Context: an optimization exercise on an open-source flow, tuned for small area, a short achievable clock period and few clock cycles. The choices shown serve that exercise and are no tape-out recipe.
Where RTL was checked, it was by simulation tests only, not by an equivalence proof against the original.
Power figures rest on the tool's default switching activity, not on a simulated workload.

job 104:
==> flow/design.v (excerpt) <==
module esp32_frame_link (
    input  wire        clk,
    input  wire        rst,
    input  wire        rx_valid,
    input  wire [7:0]  rx_data,
    output wire        rx_ready,
    output wire        msg_valid,
    input  wire        msg_ready,
    output wire [7:0]  msg_data,
    output wire        msg_first,
    output wire        msg_last,
    output wire        rx_idle,
    output wire [31:0] cnt_msg,
    output wire [31:0] cnt_cobs_err,
    output wire [31:0] cnt_short,
    output wire [31:0] cnt_crc_err,
    output wire [31:0] cnt_acc_ovf,
    input  wire        tx_valid,
    input  wire [7:0]  tx_data,
    input  wire        tx_last,
    output wire        tx_ready,
    output wire        wire_valid,
    input  wire        wire_ready,
    output wire [7:0]  wire_data
);
For scale: ~3700 cells after synthesis, roughly 1400 flip-flops, ~210 I/O pins, ~57000 um^2 of cells after synthesis.
export LEC_CHECK = 0
export CAP_MARGIN = 20
export CORE_MARGIN = 2
export CORE_UTILIZATION = 65
export CTS_BUF_LIST = sky130_fd_sc_hd__clkbuf_8 sky130_fd_sc_hd__clkbuf_16
export SLEW_MARGIN = 20
create_clock -name core_clock -period 10.0 [get_ports {clk}]
standard.sh (not shown) runs the stock make flow with config.mk's settings and CLKGATE_MAP_FILE= SYNTH_SCRIPT=/design/flow/synth_recipe.tcl, a recipe that flattens the netlist after the stock synthesis.
==> flow/flow/run.sh <==
#!/bin/bash
set -o pipefail
export SETUP_SLACK_MARGIN=6.8
bash standard.sh > flow_standard.log 2>&1
> inputs changed (job 104 -> job 103)
- swapping sky130_fd_sc_hd__clkbuf_8 sky130_fd_sc_hd__clkbuf_16 for sky130_fd_sc_hd__clkbuf_8 in CTS_BUF_LIST
- putting CTS_CLUSTER_DIAMETER at 40 where nothing was set
==> run summary <==
In the tables for job 103 and job 104, minimum clock period reads higher with job 103.
Compared to job 104, job 103 has share of the cycle needed by the critical path after routing 1.2 points higher.
Per the comparison of job 103 with job 104, highest achievable clock rate shrank by 10 MHz, total power fell 320 uW, fill cell instance count of the final layout increased by 1.3% relative to the old numbers.
Per-cell via count in the routed design ended up about 2.2% lower on job 103 than on job 104.
Job 103 | stages: all done | timing, DRC, antenna: all pass
Final instance area essentially unchanged between job 104 and job 103.
Critical path's largest stage delay sits lower in job 103 than in job 104.
In the flow results for job 103 and job 104, the data arrival time of the critical path is smaller on job 104.
Setup slack: job 103 less than job 104
No run of this note included a check of the RTL's function; only the layout flow was run.

---

Another version of the RTL of esp32_frame_link (not shown whole).
Size: ~3800 cells after synthesis, roughly 1400 flip-flops, ~210 I/O pins, about 0.057 mm^2 of cells after synthesis.
clock: 10.0 ns
lec_check: 0
cap_margin: 20
core_margin: 2
core_utilization: 65
cts_buf_list: sky130_fd_sc_hd__clkbuf_8
cts_cluster_diameter: 150
cts_cluster_size: 14
slew_margin: 20
==> flow/flow/run.sh <==
#!/bin/bash
set -o pipefail
export SETUP_SLACK_MARGIN=6.7
bash standard.sh > flow_standard.log 2>&1
The starting point ran to the end with no violations.
Testbench counts at the start, summed over its fixed seeds: cycles 32,702.
Next try:
Settings changed: CORE_UTILIZATION 65 to 80.
After rerunning:
- This time the run ended with an error in 5_1_grt with GRT-0232
- synthesized area is unchanged
- synthesized cell count is unchanged
Next try:
Settings changed: CORE_UTILIZATION 80 to 72.
The changed run completed without violations.
Synthesized area is unchanged.
Synthesized cell count does not change.
Next try:
==> flow/flow/run.sh (replaced) <==
#!/bin/bash
set -o pipefail
export SETUP_SLACK_MARGIN=6.5
bash standard.sh > flow_standard.log 2>&1
Settings changed: CORE_UTILIZATION 72 to 65.
Design area drops by 1.6%.
Clock-buffer cell count goes up by 1.
Wire length is lower by 4.0%.
Setup slack degrades by 0.24 ns.
Utilization shrinks by 8.8 points.
Clock power is about the same.
Area after synthesis does not change.
Non-clock buffer count drops by 159.
Sequential power is about the same.
Fmax decreases by 6.7%.

---

exp/indigo:
esp32_frame_link, a different RTL version from the one above (not shown whole).
Size in the first run: roughly 1,500 flip-flops, roughly 0.060 mm^2 of cells after synthesis.
make LEC_CHECK=0 CAP_MARGIN=20 CORE_MARGIN=2 CORE_UTILIZATION=40 SLEW_MARGIN=20 finish   # period 10.0 ns
run.sh (not shown) runs the stock make flow with config.mk's settings and CLKGATE_MAP_FILE= SYNTH_SCRIPT=/design/flow/synth_recipe.tcl, a recipe that flattens the netlist after the stock synthesis.
Stock flow here: none of the scripts above is used.
Having completed the whole flow, exp/indigo delivered a layout that passed the timing, design-rule and antenna checks.
Testbench counts of exp/indigo, summed over its fixed seeds: cycles 32,866.
## Diff of input files: exp/tundra against exp/indigo
- ABC_CLOCK_PERIOD_IN_PS now 3000, previously not set
- SETUP_SLACK_MARGIN now 5, previously not set
Notes after the runs:
Comparing exp/indigo with exp/tundra, the met2 track demand over resource in global routing came out essentially unchanged. Final core utilization of exp/indigo is on par with exp/tundra. Against exp/indigo, routed wire length in exp/tundra came out worse. As far as fraction of power consumed by the clock network is concerned, exp/indigo and exp/tundra perform about the same. Looking at worst setup slack, exp/tundra sits above exp/indigo.
Modified inputs, exp/juniper compared to exp/tundra
- ABC_CLOCK_PERIOD_IN_PS no longer set, was 3000
Results
Between exp/tundra and exp/juniper, the difference in part of the power in combinational logic is negligible.
Compared with exp/tundra, in exp/juniper diode insertion count for antenna repair held steady; share of final-layout standard cells stronger than drive strength 1 now sits at about the same level; setup-violating endpoint count in the final report neither gained nor lost much; final instance area has remained practically unchanged; first-pass GRT wire length level.
Half-perimeter wire length of the detailed placement result essentially unchanged between exp/juniper and exp/tundra.
exp/tundra → exp/juniper: share of power burned in registers roughly the same, portion of the clock cycle consumed by the worst path in the final layout stayed essentially flat, vertical die dimension was more or less identical.

separate check: timing with driven ports:
No port has a modelled driver above. Below, the same layouts with a new extraction and two added sets of constraints. Step 1 sets driving cells, clkbuf_16 on the clock port and buf_2 on the other inputs (assumed; they add their load-dependent delay and slew). Step 2 moves the port delays by t, midway between the first and last clock arrival at a register: inputs arrive t later, outputs are due t later. That takes back most of the time a late clock gives input paths. Three values: ideal, step 1, step 2; two values: the first two.
run	t (ns)	setup WS [ns]	clock arrival spread, ns	worst register clock-pin slew, ns
job 104	0.814	6.638 / 6.566 / 5.956	0.033 / 0.034	0.07 / 0.07
job 103	0.947	6.516 / 6.452 / 5.878	0.053 / 0.052	0.07 / 0.07
the first run of note 2	0.853	6.660 / 6.597 / 5.893	0.034 / 0.035	0.10 / 0.10
the third run of note 2	0.820	6.710 / 6.654 / 5.962	0.066 / 0.066	0.10 / 0.10
the fourth run of note 2	0.847	6.473 / 6.473 / 5.643	0.048 / 0.049	0.10 / 0.10
exp/indigo	0.832	4.610 / 4.610 / 4.198	0.046 / 0.046	0.06 / 0.06
exp/tundra	0.834	5.146 / 5.146 / 4.447	0.046 / 0.046	0.06 / 0.06
exp/juniper	0.834	5.146 / 5.146 / 4.447	0.046 / 0.046	0.06 / 0.06
After both steps setup and hold are still met in every run listed. The setup slack of the fourth run of note 2, which loses most, moves by 0.000 ns with the drivers and by -0.830 ns with both steps.
